This design comes from an exercise in tuning for small area, a short achievable clock period and few clock cycles per item on the open sky130 flow, not from production work. Function was checked by simulation only, so behaviour that the tests miss may differ from the original.

==> flow/config.mk <==
export PLATFORM = sky130hd
export DESIGN_NAME = crc_frame_decoder
export DESIGN_NICKNAME = crc_frame_decoder
export VERILOG_FILES = /design/flow/design.v
export SDC_FILE = /design/flow/constraint.sdc
export NUM_CORES = 4
export LEC_CHECK = 0
export CAP_MARGIN = 20
export CORE_MARGIN = 2
export CORE_UTILIZATION = 40
export SLEW_MARGIN = 20
==> flow/constraint.sdc <==
create_clock -name core_clock -period 5.0 [get_ports {clk}]
set_input_delay 1.0000 -clock core_clock [delete_from_list [all_inputs] [get_ports {clk}]]
set_output_delay 1.0000 -clock core_clock [all_outputs]
set_load 0.01 [all_outputs]
==> flow/design.v <==
module crc_frame_decoder (
    input  wire         clk,
    input  wire         rst,
    input  wire         in_valid,
    output wire         in_ready,
    input  wire [159:0] in_frame,
    output wire         out_valid,
    output wire [1:0]   out_status,    
    output wire [31:0]  out_crc,       
    output wire [7:0]   out_model,     
    output wire [1:0]   out_alg,
    output wire [1:0]   out_filt,
    output wire [31:0]  out_x,
    output wire [31:0]  out_y,
    output wire [31:0]  out_z
);
    function [31:0] crc32_byte;
        input [31:0] c_in;
        input [7:0]  b;
        integer i;
        reg [31:0] c;
        begin
            c = c_in ^ {24'd0, b};
            for (i = 0; i < 8; i = i + 1)
                c = c[0] ? ((c >> 1) ^ 32'hEDB88320) : (c >> 1);
            crc32_byte = c;
        end
    endfunction
    function [31:0] crc32_frame;
        input [127:0] d;
        integer k;
        reg [31:0] c;
        begin
            c = 32'hFFFFFFFF;
            for (k = 0; k < 16; k = k + 1)
                c = crc32_byte(c, d[127 - 8*k -: 8]);
            crc32_frame = c ^ 32'hFFFFFFFF;
        end
    endfunction
    wire [31:0] crc_in = crc32_frame(in_frame[159:32]);
    reg         valid_q;
    reg         ok_q;
    reg         drive_q;
    reg [31:0]  crc_q;
    reg [7:0]   model_q;
    reg [95:0]  xyz_q;
    always @(posedge clk) begin
        valid_q <= in_valid & ~rst;
        ok_q    <= (crc_in == in_frame[31:0]);
        drive_q <= (in_frame[159:152] == 8'hFF);
        crc_q   <= crc_in;
        model_q <= in_frame[151:144];
        xyz_q   <= in_frame[127:32];
    end
    reg [1:0] alg;
    reg [1:0] filt;
    always @(*) begin
        case (model_q)
            8'd0:  begin alg = 2'd0; filt = 2'd0; end
            8'd1:  begin alg = 2'd0; filt = 2'd1; end
            8'd2:  begin alg = 2'd0; filt = 2'd2; end
            8'd3:  begin alg = 2'd1; filt = 2'd0; end
            8'd4:  begin alg = 2'd1; filt = 2'd1; end
            8'd5:  begin alg = 2'd1; filt = 2'd2; end
            8'd6:  begin alg = 2'd2; filt = 2'd0; end
            8'd7:  begin alg = 2'd2; filt = 2'd1; end
            8'd8:  begin alg = 2'd2; filt = 2'd2; end
            8'd12: begin alg = 2'd3; filt = 2'd0; end
            8'd13: begin alg = 2'd3; filt = 2'd1; end
            8'd14: begin alg = 2'd3; filt = 2'd2; end
            default: begin alg = 2'd0; filt = 2'd0; end
        endcase
    end
    assign in_ready   = 1'b1;
    assign out_valid  = valid_q;
    assign out_status = !ok_q ? 2'd2 : drive_q ? 2'd0 : 2'd1;
    assign out_crc    = crc_q;
    assign out_model  = model_q;
    assign out_alg    = alg;
    assign out_filt   = filt;
    assign out_x      = xyz_q[95:64];
    assign out_y      = xyz_q[63:32];
    assign out_z      = xyz_q[31:0];
endmodule
==> flow/run.sh <==
#!/bin/bash
# synth_recipe.tcl (not shown) runs the flow's synth.tcl, then flattens the netlist and writes it again
# the make line also repeats each setting of config.mk as NAME=value (left out here)
make -C /OpenROAD-flow-scripts/flow DESIGN_CONFIG=/design/flow/config.mk WORK_HOME=/design/flow/orfs CLKGATE_MAP_FILE= SYNTH_SCRIPT=/design/flow/synth_recipe.tcl finish
==> run notes <==
[layout by cell type, fill, tap and decap left out, types with 5 or more instances in the layout]
master             n
buf_12            48
xnor2_4           95
xnor2_1          308
xor2_4            44
xnor3_1          168
clkbuf_16         17
buf_6            117
xor2_1           104
xor2_2            35
nand2_1            5
dlygate4sd2_1     11
xnor3_2          146
xor3_1            32
and2_1             5
xor3_2            37
buf_8              6
clkdlybuf4s50_1  283
xnor2_2          111
buf_4            742
inv_1              5
dfxtp_1          143
[flip-flops by register name, summed over array words and instances (netlist names), named ones only]
name,count
xyz_q,96
model_q,8
drive_q,1
crc_q,32
ok_q,1
valid_q,1
[layer usage]
metal	wire [µm]	part of all wire, %	vias to the layer above	GRT usage [%]
met5	0	0	-	0
met4	2440	3.4	0	9.37
li1	-	-	6756	-
met2	38100	54	468	52.3
met1	27300	38	7372	33.8
met3	3350	4.7	114	3.58
[final cells by class]
| type | instances | area share, % |
|---|---|---|
| Clock buffer | 19 | 1.29 |
| Clock inverter | 13 | 0.404 |
| Inverter | 7 | 0.0765 |
| Multi-Input combinational cell | 1135 | 55.9 |
| Sequential cell | 143 | 8.33 |
| Tap cell | 607 | 2.21 |
| Timing Repair Buffer | 1215 | 31.8 |
[cell usage after synthesis, drive strengths merged (3+ instances only)]
cell type | n | area share [%]
xnor2 | 514 | 26
xnor3 | 314 | 37
xor2 | 183 | 9.6
dfxtp | 143 | 15
xor3 | 69 | 8.7
buf | 18 | 0.63
ha | 7 | 0.46
inv | 7 | 0.14
and2 | 5 | 0.17
nand2 | 5 | 0.099
o21ai | 5 | 0.13
nand3 | 4 | 0.11
nand4 | 4 | 0.13
nor2 | 4 | 0.079
nor4 | 4 | 0.13
mux2i | 3 | 0.16
[cell families (layout without fill, tap and decap cells)]
family,count (synthesis),count (layout),share of synthesized area [%]
xor gates and xnor gates,1080,1080,82.1
and+or+nand+nor,35,35,1.04
buffers and inverters,26,1254,0.786
other,1,1,0.0198
adders and majority gates,7,7,0.462
AOI/OAI and AO/OA,9,9,0.310
muxes,3,3,0.158
DFF,143,143,15.1
[worst paths after layout]
| check | to | slack (ps) | cells after the start |
|---|---|---|---|
| setup / recovery | ok_q | -5860 | 40 |
| hold / removal | model_q[2] | 800 | 2 |
[timing repair]
item / CTS / global route
buffers inserted: 198 / 72
pin swaps: 145 / 65
hold buffers: 0 / 0
endpoints found under the setup margin: 33 / 33
gates cloned: 0 / 0
gates resized for setup: 356 / 113
[stage by stage]
stage / area, µm² / std cells / util, %
2_1_floorplan: 20300 / 1304 / -
3_3_place_gp: 29200 / 2853 / 62.5
3_5_place_dp: 29200 / 2853 / 62.5
4_1_cts: 33200 / 3073 / 71.1
5_1_grt: 34400 / 3139 / 73.6
6_report: 34400 / 3139 / 73.6
==> impl_metrics.tcl <==
set metrics [dict create \
    outcome "complete, but fails checks" \
    so_faults "negative setup slack" \
    fillCellCount 2982 \
    crit_family "XOR/XNOR gates" \
    io_pins 307 \
    core_area_um2 46700 \
    finalCriticalPeriod_ps 10860 \
    die_w_um 222 \
    cts_tree "done" \
    root_buffer "clkbuf_16" \
    initial_core_util_pct 40.6 \
    hp-start "in_frame[146]" \
    synthArstFlopShare_pct 0 \
    vias_per_cell 4.69 \
    synth_edf_count 0 \
    tightestPinTransition_ps 564 \
    synth_fp_nets 1474 \
    antenna_found_initial 0 \
    synthFlopType "dfxtp_1" \
    maxCapViolations 0 \
    postRouteAntennaNets 0 \
    dpl.hpwl_um 54100 \
    timing.final.ws_setup_ps -5860 \
    die_area_um2 49100 \
    slew_headroom_pct 62.1 \
    drt_wl_total_um 71100 \
    syn_avg_cell_area_um2 14.5 \
    cts_num_sinks 143 \
    drive_gt1_share_pct 56.5 \
    drc 0 \
    fin_crit_sh_pct 217 \
    yosysSeqAreaShare_pct 15.1 \
    grt_pass1_vias 15900 \
    cp-start-kind "input pin" \
    ys_warn_count 1 \
    finalSetupTns_ps -166910 \
    die_h_um 222 \
    grt_max_degree 17 \
    finalMaxSlewViolations 0 \
    finalSetupViolCount 33 \
    syn_inst 1304 \
    worst-setup-path-type "in -> reg" \
    track_usage_pct 28.2 \
    clk_pin_slew_ps 70 \
    endpoint_kind "flip-flop" \
    vias 14700 \
    avgRoutedWirePerCell_um 22.7 \
    gp_congestion 0.934 \
    multi_input_area_um2 19200 \
    synth.distinct_cells 38 \
    hp-class "in -> reg" \
    num_antenna_cells 0 \
    ys_ff_latch 143 \
    critical_path.startpoint "in_frame[153]" \
    grt_pass1_wl_um 101000 \
    area_growth_pct 81.3 \
    timing.fmax_mhz 92.1 \
    ctsLongestPathBuffers 2 \
    holdWs_ps 796 \
    rsz0062_at_grt "yes" \
    required_ps 5440 \
    arrival_ps 11300 \
    drtIter0Drc 844 \
    port_buffers 305 \
    cp_slowest_stage_delay_ps 480 \
    crit_buf_inv 13 \
    num_rows 79 \
    preCtsSetupSlack_ps -6820 \
    numCtsBuffers 17 \
    drtPass1Iterations 23 \
    h-tree-depth 4 \
    worstPathMaxFanout 5 \
    hold_viol_final 0 \
    seqCellArea_um2 2860 \
    overflow 0 \
    nNetsFinal 2689 \
    cp_slowest_cell "xnor3_1" \
    synth_area_um2 18900 \
]
Testbench counts, summed over its fixed seeds: cycles 3,208, items 3,200.

[static timing again, ports no longer ideal]
The flow's constraints put no driver on any port. The routed layout listed below was extracted and timed again, unchanged, in two steps.
Step 1 assumes that a clkbuf_16 drives the clock port and a buf_2 every other input.
Step 2, shift: input delay + t, output delay - t, t = (earliest + latest rising clock arrival at the registers) / 2. This alone moves slack from input paths to output paths.
Slacks: ideal ports / drivers / drivers and shift; pairs: ideal ports / drivers.
t, ns: 0.559
slack for setup (ns): -5.856 / -5.838 / -6.398
worst register clock-pin slew, ns: 0.07 / 0.07
For this run, drivers alone change the setup slack by +0.018 ns; drivers and shift together by -0.542 ns.
